Context: an optimization exercise on an open-source flow, tuned for small area, a short achievable clock period and few clock cycles per item. The choices shown serve that exercise and are no tape-out recipe. Where RTL was checked, it was by simulation tests only, not by an equivalence proof against the original. No functional check of the RTL was part of run 6. Power is estimated from default activity; no workload was simulated.

==> flow/design.v (outline; a module is shown in full before it is edited, if it fits) <==
// module sa_coef_rom: 43 lines
// module sa_transform: 163 lines
// module sa_lane: 130 lines
// module sa_sq1: 378 lines
// module sa_sq2: 124 lines
module sa_transform (
    input  wire        clk,
    input  wire        rst,           
    input  wire        in_valid,
    output wire        in_ready,
    input  wire [7:0]  in_sample,     
    output wire        out_valid,
    input  wire        out_ready,
    output wire [2:0]  out_bar,
    output wire [33:0] out_mag
);
  // ...
==> flow/run.sh <==
#!/bin/bash
# synth_recipe.tcl (not shown) runs the flow's synth.tcl, then flattens the netlist and writes it again
# the make line also repeats each setting of config.mk as NAME=value (left out here)
make -C /OpenROAD-flow-scripts/flow DESIGN_CONFIG=/design/flow/config.mk WORK_HOME=/design/flow/orfs CLKGATE_MAP_FILE= SYNTH_SCRIPT=/design/flow/synth_recipe.tcl finish
==> flow/config.mk <==
export PLATFORM = sky130hd
export DESIGN_NAME = sa_transform
export DESIGN_NICKNAME = sa_transform
export VERILOG_FILES = /design/flow/design.v
export SDC_FILE = /design/flow/constraint.sdc
export NUM_CORES = 4
export LEC_CHECK = 0
export CAP_MARGIN = 20
export CORE_MARGIN = 2
export CORE_UTILIZATION = 40
export PLACE_DENSITY = 0.6
export SLEW_MARGIN = 20
export SYNTH_MEMORY_MAX_BITS = 16384
==> flow/constraint.sdc <==
create_clock -name core_clock -period 10.0 [get_ports {clk}]
set_input_delay 2.0000 -clock core_clock [delete_from_list [all_inputs] [get_ports {clk}]]
set_output_delay 2.0000 -clock core_clock [all_outputs]
set_load 0.01 [all_outputs]
==> flow_metrics.env, run 1 <==
export IMPL_tritoncts_num_sinks=1072
export IMPL_power_largest_group="sequential cells"
export IMPL_placedCellCount=9923
export IMPL_final_sum_of_negative_setup_slack_ns=0
export IMPL_run_status="timing/DRC/antenna clean"
export IMPL_dr_pass1_iters=6
export IMPL_final_clkbuf_count=181
export IMPL_clkCellAreaFrac_pct=5.27
export IMPL_worst_hold_slack_ns=0.426
export IMPL_crit_path_max_fanout=41
export IMPL_met2RoutedLength_mm=118
export IMPL_actual_transition_at_the_worst_max_transition_pin_ns=1.22
export IMPL_pwr_share_clk_pct=44.8
export IMPL_pwr_density_cell_mw_per_mm2=132
export IMPL_fin_crit_sh_pct=48.7
export IMPL_worstPathCellList="buf_4 > a22oi_1 > nand4_1 > ha_1 > a211oi_1 > o21a_1 > o31ai_2 > a21oi_1 > o211ai_1 > xnor2_2 > xor2_1 > xnor2_1"
export IMPL_netlist_top_cells_count="873 x sky130_fd_sc_hd__inv_1, 851 x sky130_fd_sc_hd__dfxtp_1, 808 x sky130_fd_sc_hd__fa_1"
export IMPL_rows=161
export IMPL_drc=0
export IMPL_final_layout_size_suffix_gt1_share_pct=11.2
export IMPL_terminus_of_the_critical_flop_to_flop_path="wa[14]$_DFFE_PP_"
export IMPL_synthesis_area_per_instance_sq_um=9.84
export IMPL_area_delta_synth_final_pct=8.36
export IMPL_worstSkewPairLatency_ns=0.81
export IMPL_synthAdderAreaFrac_pct=26.7
export IMPL_bufs_and_invs_on_worst_path=1
export IMPL_worst_slack_ns=5.13
export IMPL_post_route_min_period_ns=4.87
export IMPL_final_max_slew_viol_count=0
export IMPL_drv_max_cap_violation_count=0
export IMPL_synth_warnings=3
export IMPL_antenna_found_initial=12
export IMPL_seq_cell_share_pct=28.3
export IMPL_cp_top_family="compound AO/OA/AOI/OAI gates"
export IMPL_seq_cells=1072
export IMPL_clk_transition_reported_paths_ns=0.06
Testbench counts, summed over its fixed seeds: cycles 6,856, windows 96.
==> run 2: changes to the inputs <==
==> flow/flow/run.sh (new file) <==
#!/bin/bash
set -euo pipefail
bash standard.sh SETUP_SLACK_MARGIN=6.5 finish > standard.log 2>&1
==> flow/standard.sh (new file) <==
#!/bin/bash
# synth_recipe.tcl (not shown) runs the flow's synth.tcl, then flattens the netlist and writes it again
# the make line also repeats each setting of config.mk as NAME=value (left out here)
make -C /OpenROAD-flow-scripts/flow DESIGN_CONFIG=/design/flow/config.mk WORK_HOME=/design/flow/orfs CLKGATE_MAP_FILE= SYNTH_SCRIPT=/design/flow/synth_recipe.tcl "${@:-finish}"
--- a/flow/config.mk
+++ b/flow/config.mk
@@ -9,4 +9,4 @@
 export CORE_MARGIN = 2
-export CORE_UTILIZATION = 40
-export PLACE_DENSITY = 0.6
+export CORE_UTILIZATION = 55
+export PLACE_DENSITY = 0.7
 export SLEW_MARGIN = 20
removed: flow/run.sh
==> run 2 against run 1 <==
Still clean on timing, DRC and antenna. Critical path depth down 1. Combinational power grew 5%. Non-clock buffer count is 89 higher. Clock power is 7.2% lower. Design area is 1.1% higher. Clock skew increased by 0.023 ns. Die area is 27% lower.
==> flow_metrics.env, run 2 <==
export IMPL_run_status="timing/DRC/antenna clean"
export IMPL_max_clock_path_buffers=3
export IMPL_antenna_found_initial=17
export IMPL_ff2ff_setup_slack_ns=6.39
export IMPL_clk_transition_reported_paths_ns=0.06
export IMPL_bufs_and_invs_on_worst_path=0
export IMPL_async_flop_share_pct=0
export IMPL_tritoncts_num_sinks=1072
export IMPL_cts_tree="done"
export IMPL_critical_path_top_cell_by_count="sky130_fd_sc_hd__fa_1"
export IMPL_worstSetupPathType="flop to flop"
export IMPL_final_max_slew_viol_count=0
export IMPL_via_count_of_the_first_global_routing_pass=62100
export IMPL_finalWeightedCongestion=1.01
export IMPL_drv_max_cap_violation_count=0
export IMPL_num_vias=60200
export IMPL_worstSkewPairLatency_ns=0.77
export IMPL_die_h_um=380
export IMPL_htree_num_levels=3
export IMPL_yosys_most_used_dff="sky130_fd_sc_hd__dfxtp_1"
export IMPL_fin_crit_sh_pct=36.1
export IMPL_worstPathCellList="fa_1 > fa_1 > ha_4 > a21o_1 > a21oi_2 > nor2b_2 > o41a_1 > o21a_4 > o21bai_4 > nand2_1 > xor2_1"
export IMPL_worstSetupStartpointType="flop"
export IMPL_synth_cell_types=77
export IMPL_delay_of_the_slowest_critical_path_stage_ns=0.57
export IMPL_crit_path_max_fanout=7
export IMPL_ir_worst_vdd_v=0.000151
export IMPL_grt_first_pass_wirelength_mm=398
export IMPL_synth_warnings=3
export IMPL_overall_routed_net_length_mm=268
export IMPL_netlist_top_cells_count="873 x sky130_fd_sc_hd__inv_1, 851 x sky130_fd_sc_hd__dfxtp_1, 808 x sky130_fd_sc_hd__fa_1"
export IMPL_clock_skew_ns=0.0568
export IMPL_final_layout_size_suffix_gt1_share_pct=13.9
export IMPL_max_flop_register="creg"
export IMPL_number_of_hold_slack_violations_in_the_final_timing_report=0
export IMPL_timing_critical_path_slowest_stage_cell="sky130_fd_sc_hd__fa_1"
export IMPL_post_route_min_period_ns=3.61
export IMPL_synthesis_area_per_instance_sq_um=9.84
export IMPL_synth_ff_latch_count=1072
export IMPL_synth_seq_area_share_pct=30.5
export IMPL_cts_made_buffers=119
export IMPL_timing_fmax_ghz=0.277
export IMPL_synth_edff_count=221
export IMPL_area_delta_synth_final_pct=9.58
export IMPL_crit_path_end_kind="flop"
export IMPL_drt_initial_drc_count=7018
export IMPL_hold_path_class="flop to flop"
export IMPL_post_route_antenna_net_violation_count=0
export IMPL_largest_registers="creg (127), q (115)"
export IMPL_grt_ovfl_total=0
export IMPL_syn_instance_count=7899
export IMPL_final_nets=8797
export IMPL_synth_top_cell_area_share_pct=21.9
export IMPL_avgRoutedWirePerCell_um=28.0
export IMPL_largest_register_ff_count=127
export IMPL_design_power_mw=10.8
export IMPL_cp_top_family="compound AO/OA/AOI/OAI gates"
export IMPL_final_cell_mix="864 x sky130_fd_sc_hd__inv_1, 808 x sky130_fd_sc_hd__fa_1, 807 x sky130_fd_sc_hd__dfxtp_1"
export IMPL_worst_endpoint_arrival_ns=4.08
export IMPL_viasPerCell=6.28
export IMPL_dr_pass1_iters=6
export IMPL_drc=0
export IMPL_yosys_cell_count_top_type="sky130_fd_sc_hd__inv_1"
export IMPL_numPortBuffers=47
export IMPL_slew_limit_headroom_pct=10.2
export IMPL_start_util_pct=55.5
export IMPL_yosys_top_cells_area="sky130_fd_sc_hd__dfxtp_1 22%, sky130_fd_sc_hd__fa_1 21%, sky130_fd_sc_hd__edfxtp_1 8.5%"
export IMPL_die_w_um=380
export IMPL_num_io_pins=51
export IMPL_num_fill_cells=11500
export IMPL_largest_net_degree_at_the_start_of_global_routing=178
export IMPL_final_count_of_negative_setup_slack_endpoints=0
export IMPL_cts_hold_buffers_added=0
export IMPL_cts_root_buffer_cell="sky130_fd_sc_hd__clkbuf_16"
export IMPL_floorplan_die_area_sq_mm=0.144
export IMPL_floorplan_core_area_sq_mm=0.140
export IMPL_grt_total_usage_pct=36.7
export IMPL_mappedNetlistArea_sq_mm=0.0777
export IMPL_placed_area_sq_mm=0.0790
export IMPL_unrepaired_setup_endpoints_after_global_routing="yes"
export IMPL_dp_hpwl_mm=187
export IMPL_required_worst_endpoint_ns=10.48
export IMPL_rows=137
export IMPL_p_leak_nw=36.3
export IMPL_final_sum_of_negative_setup_slack_ns=0
export IMPL_layout_cells_most_common="sky130_fd_sc_hd__inv_1"
export IMPL_postLayoutCellArea_sq_mm=0.0851
export IMPL_actual_transition_at_the_worst_max_transition_pin_ns=1.34
export IMPL_pwr_density_cell_mw_per_mm2=127
export IMPL_synthDominantAreaCellType="sky130_fd_sc_hd__dfxtp_1"
==> run 2: changes by cell type in the layout (fill, tap and decap cells not counted), moves of 18 or more <==
cell                              delta
sky130_fd_sc_hd__buf_6              +19
sky130_fd_sc_hd__ha_1               -29
sky130_fd_sc_hd__buf_4              +36
sky130_fd_sc_hd__buf_12             +18
sky130_fd_sc_hd__a21oi_1            -21
sky130_fd_sc_hd__clkdlybuf4s50_1    -46
sky130_fd_sc_hd__dlygate4sd2_1      +36
==> run 2: worst paths after layout <==
path	startpoint	cells after the start	end
setup / recovery	q[6]$_DFFE_PP_	11	smag[21]$_DFFE_PP_
hold reg to reg	b1[1]$_DFFE_PP_	0	b2[1]$_DFFE_PP_
setup reg to reg	q[6]$_DFFE_PP_	11	smag[21]$_DFFE_PP_
hold / removal	b1[1]$_DFFE_PP_	0	b2[1]$_DFFE_PP_
==> run 2: area by class of cell <==
type                            count  area (sq um)  area share (%)
Antenna cell                        5          12.5          0.0147
Clock buffer                      168          3480            4.08
Clock inverter                     53           603           0.708
Inverter                          877          3330            3.91
Multi-Input combinational cell   5307         49300            57.9
Sequential cell                  1072         23800            27.9
Tap cell                         1876          2350            2.76
Timing Repair Buffer              232          2310            2.72
==> run 2: timing repair <==
item                                    4_1_cts  5_1_grt
setup buffers                                45       45
endpoints found under the setup margin      170      143
gates resized for setup                     175      121
gates cloned                                  2        6
pin swaps                                    36       57
==> run 2: metal layers <==
layer  global-route usage (%)  share of wire, %  vias up
met1                     48.2                39    30200
met2                     54.8                43     3529
met4                     16.3               4.8       14
li1                         -                 -    25800
met3                     12.4                13      698
met5                        0             0.035        -
==> run 2: power breakdown <==
part | internal (mW) | total, mW | switching, mW
logic | 0.470 | 1.13 | 0.657
registers | 4.68 | 5.04 | 0.359
clock network | 2.66 | 4.62 | 1.96
==> run 2: per-stage QoR <==
step	hold slack, ns	util [%]	worst slack [ns]	std cells
final	0.427	60.9	6.39	9590
after global routing	0.441	60.9	6.25	9585
after CTS	0.430	60.1	6.33	9534
after detailed placement	0.413	56.5	4.91	9266
after global placement	0.409	56.4	4.89	9265
after floorplan	0.400	-	6.19	7901
==> run 2: cells by family after synthesis <==
family / count (synthesis) / share of synthesized area, %
flip-flops: 1072 / 30.5
AND/OR/NAND/NOR: 2044 / 13.9
buffers and inverters: 1524 / 7.39
multiplexers: 467 / 6.70
other: 1 / 0.00483
adder cells (fa/ha/maj): 1176 / 26.7
XOR/XNOR: 159 / 1.80
AO/OA/AOI/OAI: 1456 / 13.0
==> run 3: changes to the inputs <==
--- a/flow/config.mk
+++ b/flow/config.mk
@@ -10,2 +10,4 @@
 export CORE_UTILIZATION = 55
+export CTS_CLUSTER_DIAMETER = 100
+export CTS_CLUSTER_SIZE = 22
 export PLACE_DENSITY = 0.7
==> run 3 against run 2 <==
Still clean on timing, DRC and antenna. Count of clock-buffer cells in the layout fell by 90. Setup slack lost 0.052 ns. Register-to-register slack worse by 0.05 ns. Non-clock buffer count rose by 14. Die area unchanged. Combinational power about the same. Design area decreased by 2.2%. Global-route usage is 0.33 points lower. Utilization decreased by 1.4 points. Clock skew shrank 0.026 ns. Critical path type unchanged. Largest power group unchanged.
==> flow_metrics.env, run 3 <==
export IMPL_run_status="timing/DRC/antenna clean"
export IMPL_cts_root_buffer_cell="sky130_fd_sc_hd__clkbuf_16"
export IMPL_finalWeightedCongestion=1.01
export IMPL_unrepaired_setup_endpoints_after_global_routing="yes"
export IMPL_ir_worst_vdd_v=0.000151
export IMPL_hold_path_class="flop to flop"
export IMPL_worstSetupStartpointType="flop"
export IMPL_synth_mux_area_share_pct=6.70
export IMPL_synth_seq_area_share_pct=30.5
export IMPL_num_io_pins=51
export IMPL_required_worst_endpoint_ns=10.49
export IMPL_dr_pass1_iters=7
export IMPL_num_vias=59500
export IMPL_postLayoutCellArea_sq_mm=0.0832
export IMPL_synth_cell_types=77
export IMPL_cts_hold_buffers_added=0
export IMPL_yosys_cell_count_top_type="sky130_fd_sc_hd__inv_1"
export IMPL_via_count_of_the_first_global_routing_pass=61200
export IMPL_synthesis_area_per_instance_sq_um=9.84
export IMPL_num_fill_cells=11800
export IMPL_seq_cell_area_sq_mm=0.0238
export IMPL_synth_warnings=3
export IMPL_fin_crit_sh_pct=36.6
export IMPL_yosys_area_share_xor_xnor_pct=1.80
export IMPL_yosys_top_cells_area="sky130_fd_sc_hd__dfxtp_1 22%, sky130_fd_sc_hd__fa_1 21%, sky130_fd_sc_hd__edfxtp_1 8.5%"
export IMPL_rows=137
export IMPL_final_nets=8750
export IMPL_floorplan_core_area_sq_mm=0.140
export IMPL_cts_made_buffers=58
export IMPL_grt_total_usage_pct=36.3
export IMPL_clock_skew_ns=0.0306
export IMPL_layout_cells_most_common="sky130_fd_sc_hd__inv_1"
export IMPL_async_flop_share_pct=0
export IMPL_overall_routed_net_length_mm=268
export IMPL_worst_hold_slack_ns=0.435
export IMPL_crit_path_max_fanout=4
export IMPL_synth_ff_latch_count=1072
export IMPL_worstSetupPathType="flop to flop"
export IMPL_largest_registers="creg (127), q (115)"
export IMPL_drv_max_cap_violation_count=0
export IMPL_drt_initial_drc_count=6922
export IMPL_die_h_um=380
export IMPL_synth_edff_count=221
export IMPL_floorplan_die_area_sq_mm=0.144
export IMPL_timing_fmax_ghz=0.273
export IMPL_synthDominantAreaCellType="sky130_fd_sc_hd__dfxtp_1"
export IMPL_slew_limit_headroom_pct=9.98
export IMPL_number_of_hold_slack_violations_in_the_final_timing_report=0
export IMPL_tritoncts_num_sinks=1072
export IMPL_synth_top_cell_area_share_pct=21.9
export IMPL_final_sum_of_negative_setup_slack_ns=0
export IMPL_area_delta_synth_final_pct=7.13
export IMPL_netlist_top_cells_count="873 x sky130_fd_sc_hd__inv_1, 851 x sky130_fd_sc_hd__dfxtp_1, 808 x sky130_fd_sc_hd__fa_1"
export IMPL_largest_net_degree_at_the_start_of_global_routing=178
export IMPL_post_route_antenna_net_violation_count=0
export IMPL_worst_slack_ns=6.34
export IMPL_clk_transition_reported_paths_ns=0.09
export IMPL_grt_first_pass_wirelength_mm=395
export IMPL_largest_register_ff_count=127
export IMPL_p_leak_nw=35.3
export IMPL_viasPerCell=6.28
export IMPL_dp_hpwl_mm=187
export IMPL_numPortBuffers=47
export IMPL_cts_tree="done"
export IMPL_synthAdderAreaFrac_pct=26.7
export IMPL_final_cell_mix="864 x sky130_fd_sc_hd__inv_1, 807 x sky130_fd_sc_hd__fa_1, 806 x sky130_fd_sc_hd__dfxtp_1"
export IMPL_pwr_density_cell_mw_per_mm2=107
export IMPL_dominant_combinational_cell_family_by_area_after_synthesis="adder cells"
export IMPL_post_route_min_period_ns=3.66
export IMPL_syn_instance_count=7899
export IMPL_final_max_slew_viol_count=0
export IMPL_avgRoutedWirePerCell_um=28.2
export IMPL_final_layout_size_suffix_gt1_share_pct=13.1
export IMPL_synth_compound_gate_area_share_pct=13.0
export IMPL_start_util_pct=55.5
export IMPL_multi_input_area_sq_mm=0.0495
export IMPL_worst_endpoint_arrival_ns=4.15
export IMPL_actual_transition_at_the_worst_max_transition_pin_ns=1.35
export IMPL_crit_path_end_kind="flop"
export IMPL_max_flop_register="creg"
export IMPL_grt_ovfl_total=0
export IMPL_placed_area_sq_mm=0.0790
export IMPL_drc=0
export IMPL_final_count_of_negative_setup_slack_endpoints=0
export IMPL_antenna_found_initial=14
export IMPL_worstSkewPairLatency_ns=0.75
export IMPL_die_w_um=380
export IMPL_mappedNetlistArea_sq_mm=0.0777
export IMPL_htree_num_levels=2
export IMPL_preCtsSetupSlack_ns=4.91
export IMPL_max_clock_path_buffers=3
export IMPL_synth_area_in_simple_gates_pct=13.9
export IMPL_yosys_most_used_dff="sky130_fd_sc_hd__dfxtp_1"
-- run 3: cell types whose count changed in the layout (fill, tap and decap cells not counted), moves of 6 or more --
cell	change
sky130_fd_sc_hd__a22oi_1	-8
sky130_fd_sc_hd__clkinv_2	-18
sky130_fd_sc_hd__bufinv_16	-7
sky130_fd_sc_hd__a22oi_2	+8
sky130_fd_sc_hd__clkbuf_8	-24
sky130_fd_sc_hd__ha_1	-9
sky130_fd_sc_hd__buf_4	+6
sky130_fd_sc_hd__clkinvlp_4	-6
sky130_fd_sc_hd__ha_4	+7
sky130_fd_sc_hd__clkbuf_16	-62
-- run 3: final cells by class --
cell class	count	area share, %
Clock buffer	78	1.87
Antenna cell	4	0.0120
Tap cell	1876	2.82
Timing Repair Buffer	246	2.99
Multi-Input combinational cell	5307	59.5
Inverter	877	4.00
Clock inverter	14	0.260
Sequential cell	1072	28.6
-- run 3: cells by family (layout without fill, tap and decap cells) --
group / count (synthesis) / after routing
compound gates: 1456 / 1456
xor+xnor: 159 / 159
fa+ha+maj: 1176 / 1176
buf+inv: 1524 / 1215
flops: 1072 / 1072
mux: 467 / 467
other cells: 1 / 7
simple gates: 2044 / 2046
-- run 3: worst max-delay path, cell delays in order (launching register included) --
cell and delay [ns]:
sky130_fd_sc_hd__edfxtp_1 0.41, sky130_fd_sc_hd__fa_1 0.54, sky130_fd_sc_hd__fa_1 0.58, sky130_fd_sc_hd__ha_4 0.23, sky130_fd_sc_hd__a21o_1 0.16, sky130_fd_sc_hd__a21o_1 0.17
sky130_fd_sc_hd__a21o_1 0.25, sky130_fd_sc_hd__a21oi_4 0.22, sky130_fd_sc_hd__nand4b_1 0.14, sky130_fd_sc_hd__buf_6 0.16, sky130_fd_sc_hd__a31oi_4 0.22, sky130_fd_sc_hd__xnor2_2 0.08
sky130_fd_sc_hd__mux2_4 0.25
-- run 3: path summary, 6_finish.rpt --
kind         slack, ns                 end  cells past startpoint       startpoint
min reg2reg       0.44     b2[0]$_DFFE_PP_                      0  b1[0]$_DFFE_PP_
max               6.34  omag[28]$_DFFE_PP_                     12  q[69]$_DFFE_PP_
max reg2reg       6.34  omag[28]$_DFFE_PP_                     12  q[69]$_DFFE_PP_
min               0.44     b2[0]$_DFFE_PP_                      0  b1[0]$_DFFE_PP_
-- run 3: timing repair --
action,in CTS,in global routing
endpoints found under the setup margin,173,138
pin swaps,40,67
cloned,2,8
setup buffers,47,55
resized for setup,185,164
-- run 3: per-stage QoR --
stage          utilization (%)  total power [mW]  instances
4_1_cts                   58.5              8.90       9407
5_1_grt                   59.5              9.25       9470
3_3_place_gp              56.4              6.14       9265
3_5_place_dp              56.5              6.19       9266
2_1_floorplan                -              5.75       7901
6_report                  59.5              8.93       9474
-- run 3: layer usage --
layer,wire length (um),track usage [%],vias up,part of all wire (%)
met2,116000,54.5,3374,43
li1,-,-,25700,-
met3,33800,11.3,654,13
met5,121,0,-,0.045
met4,12800,15.4,16,4.8
met1,105000,48.6,29800,39
-- run 3: power by group --
group          internal (mW)  total (mW)  switching, mW
Sequential              4.67        5.03          0.357
Combinational          0.471        1.12          0.652
Clock                   1.17        2.78           1.61
Total                   6.31        8.93           2.62
==> module sa_transform, before the edit <==
module sa_transform (
    input  wire        clk,
    input  wire        rst,           
    input  wire        in_valid,
    output wire        in_ready,
    input  wire [7:0]  in_sample,     
    output wire        out_valid,
    input  wire        out_ready,
    output wire [2:0]  out_bar,
    output wire [33:0] out_mag
);
    localparam W  = 64;
    localparam B  = 8;
    localparam AW = 20;               
    reg [5:0]   cnt;                  
    reg [5:0]   fpos;                 
    reg         d;                    
    reg [2:0]   dj;                   
    reg [7:0]   dsel;                 
    reg [7:0]   clrv;                 
    reg         blk;                  
    reg [7:0]   xu;                   
    reg [9:0]   x3;                   
    reg [9:0]   xn;                   
    reg [7:0]   zu;                   
    reg [9:0]   z3;                   
    reg [9:0]   zn;                   
    reg         xlast;                
    reg [127:0] creg;                 
    reg         v1, v2, ov, sv;       
    reg [2:0]   b1, b2, obar, sbar;   
    assign in_ready = !blk;
    wire take = in_valid && !blk && !rst;
    wire       ofree = !ov || out_ready;
    wire       adv   = !sv;                      
    wire       push  = v2 && adv;                
    wire       sv_n  = !ofree && (sv || push);
    wire       cap   = d && adv;                 
    wire       d_n   = xlast || (d && !(cap && dj == B - 1));
    wire [2:0] dj_n  = xlast ? 3'd0 : cap ? dj + 3'd1 : dj;
    wire       cap_n = d_n && !sv_n;             
    wire [5:0] cnt_n = take ? cnt + 6'd1 : cnt;
    wire [5:0] fpos_n = cnt_n > 6'd32 ? 6'd0 - cnt_n : cnt_n;
    wire [7:0] u_in = in_sample ^ 8'h80;
    wire [7:0] z_in = cnt > 6'd32 ? ~u_in : u_in;
    wire [127:0] coefs;
    sa_coef_rom u_rom (.pos(fpos), .coefs(coefs));
    integer i;
    always @(posedge clk) begin
        creg <= coefs;
        xu   <= take ? u_in : 8'd0;
        x3   <= take ? {2'b00, u_in} + {1'b0, u_in, 1'b0} : 10'd0;
        xn   <= take ? 10'd0 - {2'b00, u_in} : 10'd0;
        zu   <= take ? z_in : 8'd0;
        z3   <= take ? {2'b00, z_in} + {1'b0, z_in, 1'b0} : 10'd0;
        zn   <= take ? 10'd0 - {2'b00, z_in} : 10'd0;
        for (i = 0; i < B; i = i + 1) begin
            dsel[i] <= d_n && dj_n == i;
            clrv[i] <= rst || (cap_n && dj_n == i);
        end
        if (rst) begin
            cnt   <= 6'd0;
            fpos  <= 6'd0;
            xlast <= 1'b0;
            d     <= 1'b0;
            dj    <= 3'd0;
            blk   <= 1'b0;
        end else begin
            cnt   <= cnt_n;
            fpos  <= fpos_n;
            xlast <= take && cnt == W - 1;
            d     <= d_n;
            dj    <= dj_n;
            blk   <= cnt_n == 6'd1 && d_n && !(cap_n && dj_n == B - 1);
        end
    end
    wire [AW-1:0] s_a [0:B-1];
    wire [AW-1:0] c_a [0:B-1];
    wire [AW-1:0] s_b [0:B-1];
    wire [AW-1:0] c_b [0:B-1];
    sa_lane u_a0 (.clk(clk), .clr(clrv[0]), .kinit(20'h94abc), .m1({2'b00, zu}), .m3(z3), .n1(zn), .k(creg[15:8]), .s(s_a[0]), .c(c_a[0]));
    sa_lane u_b0 (.clk(clk), .clr(clrv[0]), .kinit(20'h35e80), .m1({2'b00, xu}), .m3(x3), .n1(xn), .k(creg[7:0]), .s(s_b[0]), .c(c_b[0]));
    sa_lane u_a1 (.clk(clk), .clr(clrv[1]), .kinit(20'h2ac51), .m1({2'b00, zu}), .m3(z3), .n1(zn), .k(creg[31:24]), .s(s_a[1]), .c(c_a[1]));
    sa_lane u_b1 (.clk(clk), .clr(clrv[1]), .kinit(20'h0af80), .m1({2'b00, xu}), .m3(x3), .n1(xn), .k(creg[23:16]), .s(s_b[1]), .c(c_b[1]));
    sa_lane u_a2 (.clk(clk), .clr(clrv[2]), .kinit(20'he49b8), .m1({2'b00, zu}), .m3(z3), .n1(zn), .k(creg[47:40]), .s(s_a[2]), .c(c_a[2]));
    sa_lane u_b2 (.clk(clk), .clr(clrv[2]), .kinit(20'h04a80), .m1({2'b00, xu}), .m3(x3), .n1(xn), .k(creg[39:32]), .s(s_b[2]), .c(c_b[2]));
    sa_lane u_a3 (.clk(clk), .clr(clrv[3]), .kinit(20'h144ba), .m1({2'b00, zu}), .m3(z3), .n1(zn), .k(creg[63:56]), .s(s_a[3]), .c(c_a[3]));
    sa_lane u_b3 (.clk(clk), .clr(clrv[3]), .kinit(20'h02980), .m1({2'b00, xu}), .m3(x3), .n1(xn), .k(creg[55:48]), .s(s_b[3]), .c(c_b[3]));
    sa_lane u_a4 (.clk(clk), .clr(clrv[4]), .kinit(20'heff02), .m1({2'b00, zu}), .m3(z3), .n1(zn), .k(creg[79:72]), .s(s_a[4]), .c(c_a[4]));
    sa_lane u_b4 (.clk(clk), .clr(clrv[4]), .kinit(20'h01c80), .m1({2'b00, xu}), .m3(x3), .n1(xn), .k(creg[71:64]), .s(s_b[4]), .c(c_b[4]));
    sa_lane u_a5 (.clk(clk), .clr(clrv[5]), .kinit(20'h0d32c), .m1({2'b00, zu}), .m3(z3), .n1(zn), .k(creg[95:88]), .s(s_a[5]), .c(c_a[5]));
    sa_lane u_b5 (.clk(clk), .clr(clrv[5]), .kinit(20'h01480), .m1({2'b00, xu}), .m3(x3), .n1(xn), .k(creg[87:80]), .s(s_b[5]), .c(c_b[5]));
    sa_lane u_a6 (.clk(clk), .clr(clrv[6]), .kinit(20'hf50b0), .m1({2'b00, zu}), .m3(z3), .n1(zn), .k(creg[111:104]), .s(s_a[6]), .c(c_a[6]));
    sa_lane u_b6 (.clk(clk), .clr(clrv[6]), .kinit(20'h00f80), .m1({2'b00, xu}), .m3(x3), .n1(xn), .k(creg[103:96]), .s(s_b[6]), .c(c_b[6]));
    sa_lane u_a7 (.clk(clk), .clr(clrv[7]), .kinit(20'h09966), .m1({2'b00, zu}), .m3(z3), .n1(zn), .k(creg[127:120]), .s(s_a[7]), .c(c_a[7]));
    sa_lane u_b7 (.clk(clk), .clr(clrv[7]), .kinit(20'h00b80), .m1({2'b00, xu}), .m3(x3), .n1(xn), .k(creg[119:112]), .s(s_b[7]), .c(c_b[7]));
    reg [AW-1:0] sa_m, ca_m, sb_m, cb_m;
    always @(*) begin
        sa_m = {AW{1'b0}};
        ca_m = {AW{1'b0}};
        sb_m = {AW{1'b0}};
        cb_m = {AW{1'b0}};
        for (i = 0; i < B; i = i + 1) begin
            sa_m = sa_m | ({AW{dsel[i]}} & s_a[i]);
            ca_m = ca_m | ({AW{dsel[i]}} & c_a[i]);
            sb_m = sb_m | ({AW{dsel[i]}} & s_b[i]);
            cb_m = cb_m | ({AW{dsel[i]}} & c_b[i]);
        end
    end
    wire [AW-1:0] va = sa_m + ca_m;              
    wire [AW-1:0] vb = sb_m + cb_m;              
    reg [14:0]   wa, wb;
    reg          ea, eb;
    reg [123:0] q;                              
    reg [30:0]   omag;
    reg [30:0]   smag;                           
    wire [123:0] q_n;
    wire [30:0]   mag2;
    sa_sq1 u_sq1 (.wa(wa), .ea(ea), .wb(wb), .eb(eb), .y(q_n));
    sa_sq2 u_sq2 (.y(q), .z(mag2));
    always @(posedge clk) begin
        if (rst) begin
            v1 <= 1'b0;
            v2 <= 1'b0;
            ov <= 1'b0;
            sv <= 1'b0;
        end else begin
            sv <= sv_n;
            if (ofree)
                ov <= sv || push;
            if (adv) begin
                v1 <= d;
                v2 <= v1;
            end
        end
        if (ofree) begin
            if (sv) begin
                obar <= sbar;
                omag <= smag;
            end else if (push) begin
                obar <= b2;
                omag <= mag2;
            end
        end else if (push) begin
            sbar <= b2;
            smag <= mag2;
        end
        if (adv && v1) begin
            b2 <= b1;
            q  <= q_n;
        end
        if (cap) begin
            b1 <= dj;
            wa <= va[18:4] ^ {15{va[19]}};
            ea <= va[19] && va[3:0] == 4'd0;
            wb <= vb[18:4] ^ {15{vb[19]}};
            eb <= vb[19] && vb[3:0] == 4'd0;
        end
    end
    assign out_valid = ov;
    assign out_bar   = obar;
    assign out_mag   = {3'b000, omag};
endmodule
==> run 4: changes to the inputs <==
--- a/flow/design.v
+++ b/flow/design.v
@@ -58,3 +58,2 @@
     reg [5:0]   cnt;                  
-    reg [5:0]   fpos;                 
     reg         d;                    
@@ -64,2 +63,8 @@
     reg         blk;                  
+    reg         xv;                   
+    reg [7:0]   xin;                  
+    reg         xp1;                  
+    reg         xpl;                  
+    reg [5:0]   fpos;                 
+    reg         xbk;                  
     reg [7:0]   xu;                   
@@ -84,6 +89,7 @@
     wire       cap_n = d_n && !sv_n;             
-    wire [5:0] cnt_n = take ? cnt + 6'd1 : cnt;
-    wire [5:0] fpos_n = cnt_n > 6'd32 ? 6'd0 - cnt_n : cnt_n;
-    wire [7:0] u_in = in_sample ^ 8'h80;
-    wire [7:0] z_in = cnt > 6'd32 ? ~u_in : u_in;
+    wire       mv    = xv && !rst && !(xp1 && d && !(cap && dj == B - 1));
+    wire       xv_n  = take || (xv && !mv);
+    wire       xp1_n = take ? cnt == 6'd1 : xp1;
+    wire [7:0] u_x = xin ^ 8'h80;
+    wire [7:0] z_x = xbk ? ~u_x : u_x;
     wire [127:0] coefs;
@@ -93,8 +99,15 @@
         creg <= coefs;
-        xu   <= take ? u_in : 8'd0;
-        x3   <= take ? {2'b00, u_in} + {1'b0, u_in, 1'b0} : 10'd0;
-        xn   <= take ? 10'd0 - {2'b00, u_in} : 10'd0;
-        zu   <= take ? z_in : 8'd0;
-        z3   <= take ? {2'b00, z_in} + {1'b0, z_in, 1'b0} : 10'd0;
-        zn   <= take ? 10'd0 - {2'b00, z_in} : 10'd0;
+        xu   <= mv ? u_x : 8'd0;
+        x3   <= mv ? {2'b00, u_x} + {1'b0, u_x, 1'b0} : 10'd0;
+        xn   <= mv ? 10'd0 - {2'b00, u_x} : 10'd0;
+        zu   <= mv ? z_x : 8'd0;
+        z3   <= mv ? {2'b00, z_x} + {1'b0, z_x, 1'b0} : 10'd0;
+        zn   <= mv ? 10'd0 - {2'b00, z_x} : 10'd0;
+        if (take) begin
+            xin  <= in_sample;
+            xp1  <= cnt == 6'd1;
+            xpl  <= cnt == W - 1;
+            fpos <= cnt > 6'd32 ? 6'd0 - cnt : cnt;
+            xbk  <= cnt > 6'd32;
+        end
         for (i = 0; i < B; i = i + 1) begin
@@ -105,3 +118,3 @@
             cnt   <= 6'd0;
-            fpos  <= 6'd0;
+            xv    <= 1'b0;
             xlast <= 1'b0;
@@ -111,8 +124,9 @@
         end else begin
-            cnt   <= cnt_n;
-            fpos  <= fpos_n;
-            xlast <= take && cnt == W - 1;
+            if (take)
+                cnt <= cnt + 6'd1;
+            xv    <= xv_n;
+            xlast <= mv && xpl;
             d     <= d_n;
             dj    <= dj_n;
-            blk   <= cnt_n == 6'd1 && d_n && !(cap_n && dj_n == B - 1);
+            blk   <= xv_n && xp1_n && d_n && !(cap_n && dj_n == B - 1);
         end
==> flow/flow/run.sh (replaced) <==
#!/bin/bash
set -euo pipefail
bash standard.sh SETUP_SLACK_MARGIN=7.0 finish > standard.log 2>&1
--- a/flow/config.mk
+++ b/flow/config.mk
@@ -10,4 +10,2 @@
 export CORE_UTILIZATION = 55
-export CTS_CLUSTER_DIAMETER = 100
-export CTS_CLUSTER_SIZE = 22
 export PLACE_DENSITY = 0.7
==> run 4 against run 3 <==
Still clean. Utilization rose by 3.6 points. Area after synthesis rose by 0.52%. Design area rose by 7.1%. Synthesized cell count rose by 0.10%. Largest cell class unchanged. Highest routed layer unchanged.
==> flow_metrics.env, run 4 <==
export IMPL_viasPerCell=6.31
export IMPL_htree_num_levels=4
export IMPL_rows=138
export IMPL_final_cell_mix="855 x sky130_fd_sc_hd__inv_1, 790 x sky130_fd_sc_hd__fa_1, 747 x sky130_fd_sc_hd__dfxtp_1"
export IMPL_switching_share_pct=30.3
export IMPL_timing_critical_path_slowest_stage_cell="sky130_fd_sc_hd__fa_1"
export IMPL_drt_initial_drc_count=7027
export IMPL_timing_critical_path_depth=13
export IMPL_floorplan_die_area_sq_mm=0.145
export IMPL_timing_fmax_ghz=0.268
export IMPL_post_route_antenna_net_violation_count=0
export IMPL_synth_ff_latch_count=1085
export IMPL_num_io_pins=51
export IMPL_fin_crit_sh_pct=37.2
export IMPL_synth_warnings=3
export IMPL_synthAdderAreaFrac_pct=26.7
export IMPL_mappedNetlistArea_sq_mm=0.0781
export IMPL_pwr_density_cell_mw_per_mm2=144
export IMPL_synth_area_in_simple_gates_pct=13.7
export IMPL_worstPathCellList="fa_1 > fa_1 > ha_4 > and3_4 > o211a_1 > and4_4 > buf_6 > buf_6 > o21a_1 > a221o_1 > a21oi_2 > xnor2_1 > mux2_2"
export IMPL_worstSetupPathType="flop to flop"
export IMPL_slew_limit_headroom_pct=31.4
export IMPL_dr_pass1_iters=8
export IMPL_yosys_most_used_dff="sky130_fd_sc_hd__dfxtp_1"
export IMPL_grt_total_usage_pct=38.3
export IMPL_max_clock_path_buffers=3
export IMPL_comb_power_share_pct=17.1
export IMPL_die_w_um=381
export IMPL_postLayoutCellArea_sq_mm=0.0891
export IMPL_ir_worst_vdd_v=0.000129
export IMPL_final_layout_size_suffix_gt1_share_pct=19.4
export IMPL_ff2ff_path_depth=13
export IMPL_unrepaired_setup_endpoints_after_global_routing="yes"
export IMPL_clock_skew_ns=0.0315
export IMPL_pwr_share_clk_pct=39.8
export IMPL_bufs_and_invs_on_worst_path=2
export IMPL_internal_power_mw=8.96
export IMPL_delay_of_the_slowest_critical_path_stage_ns=0.56
export IMPL_overall_routed_net_length_mm=285
export IMPL_synthDominantAreaCellType="sky130_fd_sc_hd__dfxtp_1"
export IMPL_cts_made_buffers=130
export IMPL_avgRoutedWirePerCell_um=29.0
export IMPL_largest_net_degree_at_the_start_of_global_routing=183
export IMPL_run_status="timing/DRC/antenna clean"
export IMPL_area_delta_synth_final_pct=14.1
export IMPL_switching_power_total_mw=3.89
export IMPL_cts_tree="done"
export IMPL_worstSkewPairLatency_ns=0.80
export IMPL_final_count_of_negative_setup_slack_endpoints=0
export IMPL_final_max_slew_viol_count=0
export IMPL_tritoncts_num_sinks=1085
export IMPL_finalWeightedCongestion=1.03
export IMPL_number_of_hold_slack_violations_in_the_final_timing_report=0
export IMPL_fin_cells=9819
export IMPL_largest_registers="creg (127), q (115)"
export IMPL_dp_hpwl_mm=190
export IMPL_crit_path_max_fanout=4
export IMPL_die_h_um=381
export IMPL_placed_area_sq_mm=0.0799
export IMPL_p_leak_nw=38.5
export IMPL_largest_register_ff_count=127
export IMPL_hold_path_depth=0
export IMPL_start_util_pct=55.3
export IMPL_dominant_combinational_cell_family_by_area_after_synthesis="adder cells"
export IMPL_drc=0
export IMPL_final_sum_of_negative_setup_slack_ns=0
export IMPL_num_vias=62000
export IMPL_required_worst_endpoint_ns=10.52
export IMPL_synth_edff_count=237
export IMPL_async_flop_share_pct=0
export IMPL_yosys_area_share_xor_xnor_pct=1.86
export IMPL_worst_hold_slack_ns=0.425
export IMPL_cts_hold_buffers_added=0
export IMPL_grt_ovfl_total=0
export IMPL_synth_top_cell_area_share_pct=21.7
export IMPL_synth_compound_gate_area_share_pct=12.9
export IMPL_syn_instance_count=7907
export IMPL_floorplan_core_area_sq_mm=0.141
export IMPL_final_nets=9007
export IMPL_numPortBuffers=47
export IMPL_yosys_cell_count_top_type="sky130_fd_sc_hd__inv_1"
export IMPL_design_power_mw=12.9
export IMPL_cts_root_buffer_cell="sky130_fd_sc_hd__clkbuf_16"
export IMPL_placedCellCount=9324
export IMPL_clk_transition_reported_paths_ns=0.06
export IMPL_synthesis_area_per_instance_sq_um=9.88
export IMPL_power_sequential_fraction_pct=43.1
export IMPL_netlist_top_cells_count="869 x sky130_fd_sc_hd__inv_1, 848 x sky130_fd_sc_hd__dfxtp_1, 808 x sky130_fd_sc_hd__fa_1"
export IMPL_worstSetupStartpointType="flop"
export IMPL_max_flop_register="creg"
export IMPL_synth_cell_types=89
export IMPL_layout_cells_most_common="sky130_fd_sc_hd__inv_1"
export IMPL_post_route_min_period_ns=3.72
export IMPL_synth_seq_area_share_pct=30.9
export IMPL_synth_mux_area_share_pct=6.65
export IMPL_crit_path_end_kind="flop"
export IMPL_worst_endpoint_arrival_ns=4.24
export IMPL_cp_top_family="adder cells"
export IMPL_via_count_of_the_first_global_routing_pass=63200
export IMPL_drv_max_cap_violation_count=0
export IMPL_actual_transition_at_the_worst_max_transition_pin_ns=1.02
export IMPL_antenna_found_initial=12
export IMPL_yosys_top_cells_area="sky130_fd_sc_hd__dfxtp_1 22%, sky130_fd_sc_hd__fa_1 21%, sky130_fd_sc_hd__edfxtp_1 9.1%"
export IMPL_grt_first_pass_wirelength_mm=414
export IMPL_hold_path_class="flop to flop"
==> run 4: power by group through the flow <==
stage	logic, mW	registers (mW)	clock network (mW)
3_3_place_gp	1.92	5.59	0
2_1_floorplan	1.57	5.24	0
6_report	2.20	5.54	5.12
4_1_cts	2.11	5.49	5.15
3_5_place_dp	2.00	5.58	0
5_1_grt	2.45	5.55	5.32
==> run 4: repair_timing <==
action,in CTS,in global routing
pin swaps,133,109
cloned,13,8
setup endpoints to repair,453,306
buffers inserted,176,53
resized for setup,494,212
==> run 4: area by class of cell <==
type                    instances  area [sq um]
diodes                         12          30.0
clock buffers                 167          3680
clock inverters                66           881
fillers                     11300         52100
inverters                     873          3290
multi-input cells            5307         50100
flip-flops and latches       1085         24300
well taps                    1890          2360
repair buffers                419          4450
==> run 4: path summary, 6_finish.rpt <==
| path | slack (ns) | startpoint | endpoint |
|---|---|---|---|
| max | 6.28 | q[68]$_DFFE_PP_ | omag[15]$_DFFE_PP_ |
| min reg2reg | 0.42 | b1[2]$_DFFE_PP_ | b2[2]$_DFFE_PP_ |
| min | 0.42 | b1[2]$_DFFE_PP_ | b2[2]$_DFFE_PP_ |
| max reg2reg | 6.28 | q[68]$_DFFE_PP_ | omag[15]$_DFFE_PP_ |
==> run 4: layer usage <==
metal | global-route usage (%) | vias to the layer above | wire [um] | part of all wire (%)
met5 | 0 | - | 54 | 0.019
met4 | 19.3 | 8 | 17000 | 6.0
met3 | 13.4 | 914 | 37000 | 13
met2 | 56.0 | 4123 | 121000 | 43
met1 | 50.3 | 30700 | 109000 | 38
li1 | - | 26200 | - | -
==> run 4: metrics by stage <==
stage	setup WS [ns]	utilization (%)
after floorplan	6.49	-
after global placement	5.46	56.5
after detailed placement	5.42	56.5
after CTS	6.30	62.1
after global routing	6.14	63.1
final	6.28	63.1
==> run 4: cells by family (layout without fill, tap and decap cells) <==
kind of cell	count (synthesis)	in the layout
and+or+nand+nor	2038	2038
buffers and inverters	1517	1525
AOI/OAI and AO/OA	1460	1460
adders and majority gates	1179	1179
DFF	1085	1085
muxes	466	466
xor gates and xnor gates	161	161
other	1	15
Testbench counts of run 4, summed over its fixed seeds: cycles 6,864, windows 96.
==> run 5: changes to the inputs <==
==> flow/flow/run.sh (replaced) <==
#!/bin/bash
set -euo pipefail
bash standard.sh SETUP_SLACK_MARGIN=6.5 finish > standard.log 2>&1
==> run 5 against run 4 <==
Setup slack worse by 0.22 ns. Clock power down 8.6%. Highest routed layer unchanged. Sequential share of layout area up 0.67 points. Count of clock-buffer cells in the layout is 8 higher. Final cell count down 1.4%.
==> flow_metrics.env, run 5 <==
export IMPL_run_status="timing/DRC/antenna clean"
export IMPL_actual_transition_at_the_worst_max_transition_pin_ns=1.17
export IMPL_ir_worst_vdd_v=0.000156
export IMPL_via_count_of_the_first_global_routing_pass=62500
export IMPL_grt_ovfl_total=0
export IMPL_cts_root_buffer_cell="sky130_fd_sc_hd__clkbuf_16"
export IMPL_post_route_min_period_ns=3.95
export IMPL_switching_share_pct=30.9
export IMPL_slew_limit_headroom_pct=21.4
export IMPL_drc=0
export IMPL_synth_seq_area_share_pct=30.9
export IMPL_worstSetupStartpointType="flop"
export IMPL_required_worst_endpoint_ns=10.50
export IMPL_cts_tree="done"
export IMPL_grt_first_pass_wirelength_mm=399
export IMPL_netlist_top_cells_count="869 x sky130_fd_sc_hd__inv_1, 848 x sky130_fd_sc_hd__dfxtp_1, 808 x sky130_fd_sc_hd__fa_1"
export IMPL_antenna_found_initial=12
export IMPL_max_flop_register="creg"
export IMPL_final_layout_size_suffix_gt1_share_pct=15.1
export IMPL_num_io_pins=51
export IMPL_final_nets=8877
export IMPL_crit_path_max_fanout=4
export IMPL_worstSetupPathType="flop to flop"
export IMPL_final_cell_mix="863 x sky130_fd_sc_hd__inv_1, 814 x sky130_fd_sc_hd__dfxtp_1, 804 x sky130_fd_sc_hd__fa_1"
export IMPL_cts_made_buffers=121
export IMPL_switching_power_total_mw=3.82
export IMPL_fin_crit_sh_pct=39.5
export IMPL_die_h_um=381
export IMPL_timing_fmax_ghz=0.253
export IMPL_layout_cells_most_common="sky130_fd_sc_hd__inv_1"
export IMPL_synthDominantAreaCellType="sky130_fd_sc_hd__dfxtp_1"
export IMPL_num_vias=60600
export IMPL_unrepaired_setup_endpoints_after_global_routing="yes"
export IMPL_synthesis_area_per_instance_sq_um=9.88
export IMPL_preCtsSetupSlack_ns=5.12
export IMPL_tritoncts_num_sinks=1085
export IMPL_cts_hold_buffers_added=0
export IMPL_rows=138
export IMPL_synth_cell_types=89
export IMPL_placedCellCount=9315
export IMPL_dr_pass1_iters=8
export IMPL_power_sequential_fraction_pct=45.3
export IMPL_viasPerCell=6.26
export IMPL_dp_hpwl_mm=190
export IMPL_drt_initial_drc_count=6598
export IMPL_final_sum_of_negative_setup_slack_ns=0
export IMPL_floorplan_die_area_sq_mm=0.145
export IMPL_mappedNetlistArea_sq_mm=0.0781
export IMPL_overall_routed_net_length_mm=270
export IMPL_post_route_antenna_net_violation_count=0
export IMPL_pwr_density_cell_mw_per_mm2=143
export IMPL_synth_warnings=3
export IMPL_final_max_slew_viol_count=0
export IMPL_p_leak_nw=37.4
export IMPL_finalWeightedCongestion=1.01
export IMPL_synth_edff_count=237
export IMPL_floorplan_core_area_sq_mm=0.141
export IMPL_yosys_cell_count_top_type="sky130_fd_sc_hd__inv_1"
export IMPL_postLayoutCellArea_sq_mm=0.0866
export IMPL_synth_ff_latch_count=1085
export IMPL_die_w_um=381
export IMPL_largest_register_ff_count=127
export IMPL_largest_net_degree_at_the_start_of_global_routing=181
export IMPL_placed_area_sq_mm=0.0795
export IMPL_area_delta_synth_final_pct=10.9
export IMPL_worst_endpoint_arrival_ns=4.45
export IMPL_pwr_share_clk_pct=37.8
export IMPL_worst_hold_slack_ns=0.422
export IMPL_drv_max_cap_violation_count=0
export IMPL_htree_num_levels=3
export IMPL_async_flop_share_pct=0
export IMPL_clock_skew_ns=0.0524
export IMPL_start_util_pct=55.3
export IMPL_worst_slack_ns=6.05
export IMPL_max_clock_path_buffers=3
export IMPL_grt_total_usage_pct=36.6
export IMPL_final_count_of_negative_setup_slack_endpoints=0
export IMPL_yosys_most_used_dff="sky130_fd_sc_hd__dfxtp_1"
export IMPL_fin_cells=9685
export IMPL_comb_power_share_pct=16.9
export IMPL_yosys_top_cells_area="sky130_fd_sc_hd__dfxtp_1 22%, sky130_fd_sc_hd__fa_1 21%, sky130_fd_sc_hd__edfxtp_1 9.1%"
export IMPL_number_of_hold_slack_violations_in_the_final_timing_report=0
export IMPL_largest_registers="creg (127), q (115)"
export IMPL_internal_power_mw=8.55
export IMPL_numPortBuffers=47
export IMPL_hold_path_class="flop to flop"
export IMPL_crit_path_end_kind="flop"
export IMPL_worstSkewPairLatency_ns=0.76
export IMPL_syn_instance_count=7907
export IMPL_avgRoutedWirePerCell_um=27.9
export IMPL_clk_transition_reported_paths_ns=0.06
export IMPL_synth_top_cell_area_share_pct=21.7
==> run 5: critical path, cell delays in order (launching register included) <==
cell                       delay (ns)
sky130_fd_sc_hd__edfxtp_1        0.39
sky130_fd_sc_hd__fa_1            0.56
sky130_fd_sc_hd__fa_1            0.45
sky130_fd_sc_hd__ha_4            0.29
sky130_fd_sc_hd__a211oi_4        0.22
sky130_fd_sc_hd__o21a_1          0.22
sky130_fd_sc_hd__nor2_2          0.06
sky130_fd_sc_hd__o211ai_1        0.55
sky130_fd_sc_hd__a21oi_2         0.18
sky130_fd_sc_hd__a221oi_2        0.37
sky130_fd_sc_hd__xnor2_1         0.14
sky130_fd_sc_hd__mux2_4          0.27
==> run 5: per-layer routing <==
| layer | GRT usage, % | vias up | share of wire (%) |
|---|---|---|---|
| li1 | - | 26000 | - |
| met1 | 47.8 | 30500 | 39 |
| met2 | 54.1 | 3517 | 43 |
| met3 | 14.2 | 670 | 13 |
| met4 | 15.6 | 8 | 4.5 |
| met5 | 0 | - | 0.018 |
==> run 5: kinds of logic after synthesis <==
logic type               count (synthesis)  synth area share [%]
XOR/XNOR                               161                  1.86
AND/OR/NAND/NOR                       2038                  13.7
other                                    1               0.00480
multiplexers                           466                  6.65
AO/OA/AOI/OAI                         1460                  12.9
buffers and inverters                 1517                  7.33
adder cells (fa/ha/maj)               1179                  26.7
flip-flops                            1085                  30.9
==> run 5: power by group through the flow <==
stage,sequential (mW),clock (mW),combinational [mW]
6_report,5.60,4.68,2.09
5_1_grt,5.61,4.89,2.36
4_1_cts,5.54,4.71,2.02
3_5_place_dp,5.62,0,1.97
3_3_place_gp,5.64,0,1.88
2_1_floorplan,5.23,0,1.56
==> run 5: area by class of cell <==
| cell class | count | area, sq um |
|---|---|---|
| diodes | 8 | 20.0 |
| fillers | 11600 | 54700 |
| flip-flops and latches | 1085 | 24200 |
| repair buffers | 298 | 3050 |
| multi-input cells | 5307 | 49600 |
| clock buffers | 175 | 3580 |
| well taps | 1890 | 2360 |
| clock inverters | 49 | 567 |
| inverters | 873 | 3280 |
==> run 5: through the flow <==
stage / total power, mW / util (%)
6_report: 12.4 / 61.3
2_1_floorplan: 6.79 / -
3_5_place_dp: 7.59 / 56.3
5_1_grt: 12.9 / 61.3
4_1_cts: 12.3 / 60.3
3_3_place_gp: 7.52 / 56.3
==> run 5: timing repair <==
action | 4_1_cts | 5_1_grt
hold endpoints to repair | 0 | 0
setup buffers | 70 | 54
pin swaps | 87 | 90
cloned | 7 | 6
gates resized for setup | 181 | 140
endpoints found under the setup margin | 126 | 112
==> run 5: final timing paths <==
kind                         from                  to  slack [ns]  cells past startpoint
setup reg to reg  q[68]$_DFFE_PP_  omag[25]$_DFFE_PP_        6.05                     11
hold / removal    b1[2]$_DFFE_PP_     b2[2]$_DFFE_PP_        0.42                      0
hold reg to reg   b1[2]$_DFFE_PP_     b2[2]$_DFFE_PP_        0.42                      0
setup / recovery  q[68]$_DFFE_PP_  omag[25]$_DFFE_PP_        6.05                     11
==> run 6: changes to the inputs <==
--- a/flow/design.v
+++ b/flow/design.v
@@ -77,4 +77,4 @@
     reg [127:0] creg;                 
-    reg         v1, v2, ov, sv;       
-    reg [2:0]   b1, b2, obar, sbar;   
+    reg         v1, v2, v3, ov, sv;   
+    reg [2:0]   b1, b2, b3, obar, sbar;  
     assign in_ready = !blk;
@@ -83,3 +83,3 @@
     wire       adv   = !sv;                      
-    wire       push  = v2 && adv;                
+    wire       push  = v3 && adv;                
     wire       sv_n  = !ofree && (sv || push);
@@ -168,5 +168,9 @@
     wire [AW-1:0] vb = sb_m + cb_m;              
-    reg [14:0]   wa, wb;
-    reg          ea, eb;
+    reg [AW-1:0] ra, rb;                         
+    wire [14:0]  wa2 = ra[18:4] ^ {15{ra[19]}};
+    wire         ea2 = ra[19] && ra[3:0] == 4'd0;
+    wire [14:0]  wb2 = rb[18:4] ^ {15{rb[19]}};
+    wire         eb2 = rb[19] && rb[3:0] == 4'd0;
     reg [123:0] q;                              
+    reg [30:0]   m3;                             
     reg [30:0]   omag;
@@ -175,3 +179,3 @@
     wire [30:0]   mag2;
-    sa_sq1 u_sq1 (.wa(wa), .ea(ea), .wb(wb), .eb(eb), .y(q_n));
+    sa_sq1 u_sq1 (.wa(wa2), .ea(ea2), .wb(wb2), .eb(eb2), .y(q_n));
     sa_sq2 u_sq2 (.y(q), .z(mag2));
@@ -181,2 +185,3 @@
             v2 <= 1'b0;
+            v3 <= 1'b0;
             ov <= 1'b0;
@@ -190,2 +195,3 @@
                 v2 <= v1;
+                v3 <= v2;
             end
@@ -197,8 +203,12 @@
             end else if (push) begin
-                obar <= b2;
-                omag <= mag2;
+                obar <= b3;
+                omag <= m3;
             end
         end else if (push) begin
-            sbar <= b2;
-            smag <= mag2;
+            sbar <= b3;
+            smag <= m3;
+        end
+        if (adv && v2) begin
+            b3 <= b2;
+            m3 <= mag2;
         end
@@ -210,6 +220,4 @@
             b1 <= dj;
-            wa <= va[18:4] ^ {15{va[19]}};
-            ea <= va[19] && va[3:0] == 4'd0;
-            wb <= vb[18:4] ^ {15{vb[19]}};
-            eb <= vb[19] && vb[3:0] == 4'd0;
+            ra <= va;
+            rb <= vb;
         end
==> run 6 against run 5 <==
Final cell count up 0.23%. Still clean. Power up 4.7%. Sequential power up 3.9%. Via count about the same. Critical endpoint is now q[14]$_DFFE_PP_. Combinational power up 5%. Setup slack better by 0.35 ns. Utilization down 0.22 points. Sequential share of layout area up 1.4 points. Routed wire length down 1.2%. Fmax up 9.7%.
==> flow_metrics.env, run 6 <==
export IMPL_hold_start="b2[2]$_DFFE_PP_"
export IMPL_grt_first_pass_wirelength_mm=397
export IMPL_synth_ff_latch_count=1128
export IMPL_switching_power_total_mw=4.02
export IMPL_overall_routed_net_length_mm=267
export IMPL_synth_warnings=3
export IMPL_syn_instance_count=7952
export IMPL_drc=0
export IMPL_fin_crit_sh_pct=36.0
export IMPL_pwr_density_cell_mw_per_mm2=149
export IMPL_unrepaired_setup_endpoints_after_global_routing="yes"
export IMPL_final_cell_mix="865 x sky130_fd_sc_hd__inv_1, 814 x sky130_fd_sc_hd__dfxtp_1, 791 x sky130_fd_sc_hd__fa_1"
export IMPL_grt_ovfl_total=0
export IMPL_clk_transition_reported_paths_ns=0.07
export IMPL_actual_transition_at_the_worst_max_transition_pin_ns=1.24
export IMPL_worstPathCellList="buf_6 > clkbuf_16 > xnor2_4 > buf_6 > buf_6 > nor2_1 > fa_1 > fa_1 > fa_2 > fa_2"
export IMPL_largest_registers="creg (127), q (115)"
export IMPL_number_of_hold_slack_violations_in_the_final_timing_report=0
export IMPL_largest_net_degree_at_the_start_of_global_routing=180
export IMPL_netlist_top_cells_count="872 x sky130_fd_sc_hd__inv_1, 849 x sky130_fd_sc_hd__dfxtp_1, 808 x sky130_fd_sc_hd__fa_1"
export IMPL_synthDominantAreaCellType="sky130_fd_sc_hd__dfxtp_1"
export IMPL_synthesis_area_per_instance_sq_um=9.91
export IMPL_p_leak_nw=37.2
export IMPL_num_vias=60600
export IMPL_placedCellCount=9353
export IMPL_preCtsSetupSlack_ns=5.72
export IMPL_final_nets=8898
export IMPL_critical_path_top_cell_by_count="sky130_fd_sc_hd__buf_6"
export IMPL_ff2ff_path_depth=10
export IMPL_start_util_pct=55.5
export IMPL_finalCoreUtilization_pct=61.1
export IMPL_hold_path_class="flop to flop"
export IMPL_comb_power_share_pct=16.9
export IMPL_rr_startpoint="ra[19]$_DFFE_PP_"
export IMPL_mappedNetlistArea_sq_mm=0.0788
export IMPL_num_fill_cells=11600
export IMPL_cp_top_family="adder cells"
export IMPL_power_sequential_fraction_pct=45.0
export IMPL_required_worst_endpoint_ns=10.54
export IMPL_drv_max_cap_violation_count=0
export IMPL_layout_cells_most_common="sky130_fd_sc_hd__inv_1"
export IMPL_worst_endpoint_arrival_ns=4.14
export IMPL_htree_num_levels=4
export IMPL_internal_power_mw=8.93
export IMPL_cts_made_buffers=131
export IMPL_crit_path_end_kind="flop"
export IMPL_num_io_pins=51
export IMPL_area_delta_synth_final_pct=10.0
export IMPL_via_count_of_the_first_global_routing_pass=62700
export IMPL_timing_fmax_ghz=0.278
export IMPL_final_max_slew_viol_count=0
export IMPL_synth_top_cell_area_share_pct=21.6
export IMPL_cts_tree="done"
export IMPL_dr_pass1_iters=6
export IMPL_clock_skew_ns=0.0557
export IMPL_crit_path_max_fanout=7
export IMPL_largest_register_ff_count=127
export IMPL_post_route_min_period_ns=3.60
export IMPL_rows=138
export IMPL_worstSetupPathType="flop to flop"
export IMPL_fin_cells=9707
export IMPL_max_clock_path_buffers=3
export IMPL_final_sum_of_negative_setup_slack_ns=0
export IMPL_final_count_of_negative_setup_slack_endpoints=0
export IMPL_max_flop_register="creg"
export IMPL_dp_hpwl_mm=188
export IMPL_yosys_cell_count_top_type="sky130_fd_sc_hd__inv_1"
export IMPL_yosys_most_used_dff="sky130_fd_sc_hd__dfxtp_1"
export IMPL_run_status="timing/DRC/antenna clean"
export IMPL_cts_root_buffer_cell="sky130_fd_sc_hd__clkbuf_16"
export IMPL_terminus_of_the_critical_flop_to_flop_path="q[14]$_DFFE_PP_"
export IMPL_switching_share_pct=31.1
export IMPL_floorplan_die_area_sq_mm=0.146
export IMPL_startpoint="ra[19]$_DFFE_PP_"
export IMPL_post_route_antenna_net_violation_count=0
export IMPL_ff2ff_setup_slack_ns=6.40
export IMPL_worstSkewPairLatency_ns=0.80
export IMPL_drt_initial_drc_count=6995
export IMPL_viasPerCell=6.24
export IMPL_finalWeightedCongestion=1.01
export IMPL_yosys_top_cells_area="sky130_fd_sc_hd__dfxtp_1 22%, sky130_fd_sc_hd__fa_1 21%, sky130_fd_sc_hd__edfxtp_1 11%"
export IMPL_synth_cell_types=71
export IMPL_hold_path_depth=0
export IMPL_synth_seq_area_share_pct=32.2
export IMPL_delay_of_the_slowest_critical_path_stage_ns=0.58
export IMPL_worst_slack_ns=6.40
export IMPL_ir_worst_vdd_v=0.000159
export IMPL_async_flop_share_pct=0
export IMPL_placed_area_sq_mm=0.0803
export IMPL_synth_edff_count=279
export IMPL_bufs_and_invs_on_worst_path=4
export IMPL_die_h_um=382
export IMPL_design_power_mw=12.9
export IMPL_slew_limit_headroom_pct=17.2
export IMPL_avgRoutedWirePerCell_um=27.5
export IMPL_hold_worst_path_end="b3[2]$_DFFE_PP_"
export IMPL_numPortBuffers=47
export IMPL_floorplan_core_area_sq_mm=0.142
export IMPL_postLayoutCellArea_sq_mm=0.0867
export IMPL_tritoncts_num_sinks=1128
export IMPL_grt_total_usage_pct=36.4
export IMPL_final_layout_size_suffix_gt1_share_pct=14.1
export IMPL_timing_critical_path_slowest_stage_cell="sky130_fd_sc_hd__fa_2"
export IMPL_antenna_found_initial=11
export IMPL_pwr_share_clk_pct=38.1
export IMPL_worstSetupStartpointType="flop"
export IMPL_worst_hold_slack_ns=0.418
export IMPL_die_w_um=382
run 6: cell families after synthesis:
group                    share of synthesized area (%)
AO/OA/AOI/OAI                                     12.5
XOR/XNOR                                          1.89
adder cells (fa/ha/maj)                           26.4
buffers and inverters                             7.26
flip-flops                                        32.2
multiplexers                                      6.78
other                                          0.00476
AND/OR/NAND/NOR                                   13.0
run 6: area by class of cell:
cell class / count / area (sq um) / share of cell area (%)
repair buffers: 263 / 2550 / 2.94
well taps: 1890 / 2360 / 2.73
clock buffers: 181 / 3690 / 4.26
multi-input cells: 5306 / 48600 / 56.0
flip-flops and latches: 1128 / 25500 / 29.4
clock inverters: 58 / 763 / 0.880
diodes: 4 / 10.0 / 0.0115
inverters: 877 / 3290 / 3.80
run 6: power groups by stage:
stage               registers (mW)  logic [mW]  clock network (mW)
finish                        5.82        2.19                4.93
global route                  5.85        2.49                5.18
CTS                           5.78        2.15                4.98
detailed placement            5.87        2.11                   0
global placement              5.86        2.02                   0
floorplan                     5.50        1.69                   0
run 6: worst max path at each step:
stage	to	slack [ns]	cells past startpoint
floorplan	q[13]$_DFFE_PP_	6.43	11
global placement	q[15]$_DFFE_PP_	5.86	6
detailed placement	q[15]$_DFFE_PP_	5.72	6
CTS	q[18]$_DFFE_PP_	6.46	10
global route	m3[28]$_DFFE_PP_	6.27	11
finish	q[14]$_DFFE_PP_	6.40	10
run 6: per-layer routing:
metal	vias up	global-route usage, %	wire length, um
met5	-	0	368
met3	757	12.9	34200
met1	30200	46.9	102000
li1	26000	-	-
met2	3629	54.8	116000
met4	20	16.4	13300
run 6: repair_timing:
| action | in CTS | in global routing |
|---|---|---|
| pin swaps | 29 | 70 |
| hold buffers | 0 | 0 |
| setup buffers | 50 | 54 |
| resized for setup | 140 | 120 |
| gates cloned | 2 | 4 |
| endpoints found under the setup margin | 140 | 89 |

## what the ideal ports hide
The flow's constraints put no driver on any port. The routed layouts listed below were extracted and timed again, unchanged, in two steps.
Step 1, drivers: a clkbuf_16 drives clk and a buf_2 each remaining input, both assumed.
Step 2 times the ports against the registers' clock, not the clock port: input delays grow and output delays shrink by t, the midpoint of the rising clock arrivals with the driver on.
Slacks: no drivers / after step 1 / after step 2; pairs: no drivers / after step 1.
| run | t (ns) | setup WS [ns] | worst register clock-pin slew, ns |
|---|---|---|---|
| run 1 | 0.881 | 5.134 / 5.134 / 4.728 | 0.07 / 0.07 |
| run 2 | 0.837 | 6.392 / 6.392 / 5.888 | 0.07 / 0.07 |
| run 3 | 0.816 | 6.340 / 6.340 / 5.857 | 0.11 / 0.11 |
| run 4 | 0.867 | 6.276 / 6.276 / 6.138 | 0.07 / 0.07 |
| run 5 | 0.820 | 6.053 / 6.053 / 6.053 | 0.08 / 0.08 |
| run 6 | 0.859 | 6.403 / 6.403 / 6.048 | 0.07 / 0.07 |
After both steps setup and hold are still met in every run listed. The setup slack of run 2, which loses most, moves by 0.000 ns with the drivers and by -0.504 ns with both steps.
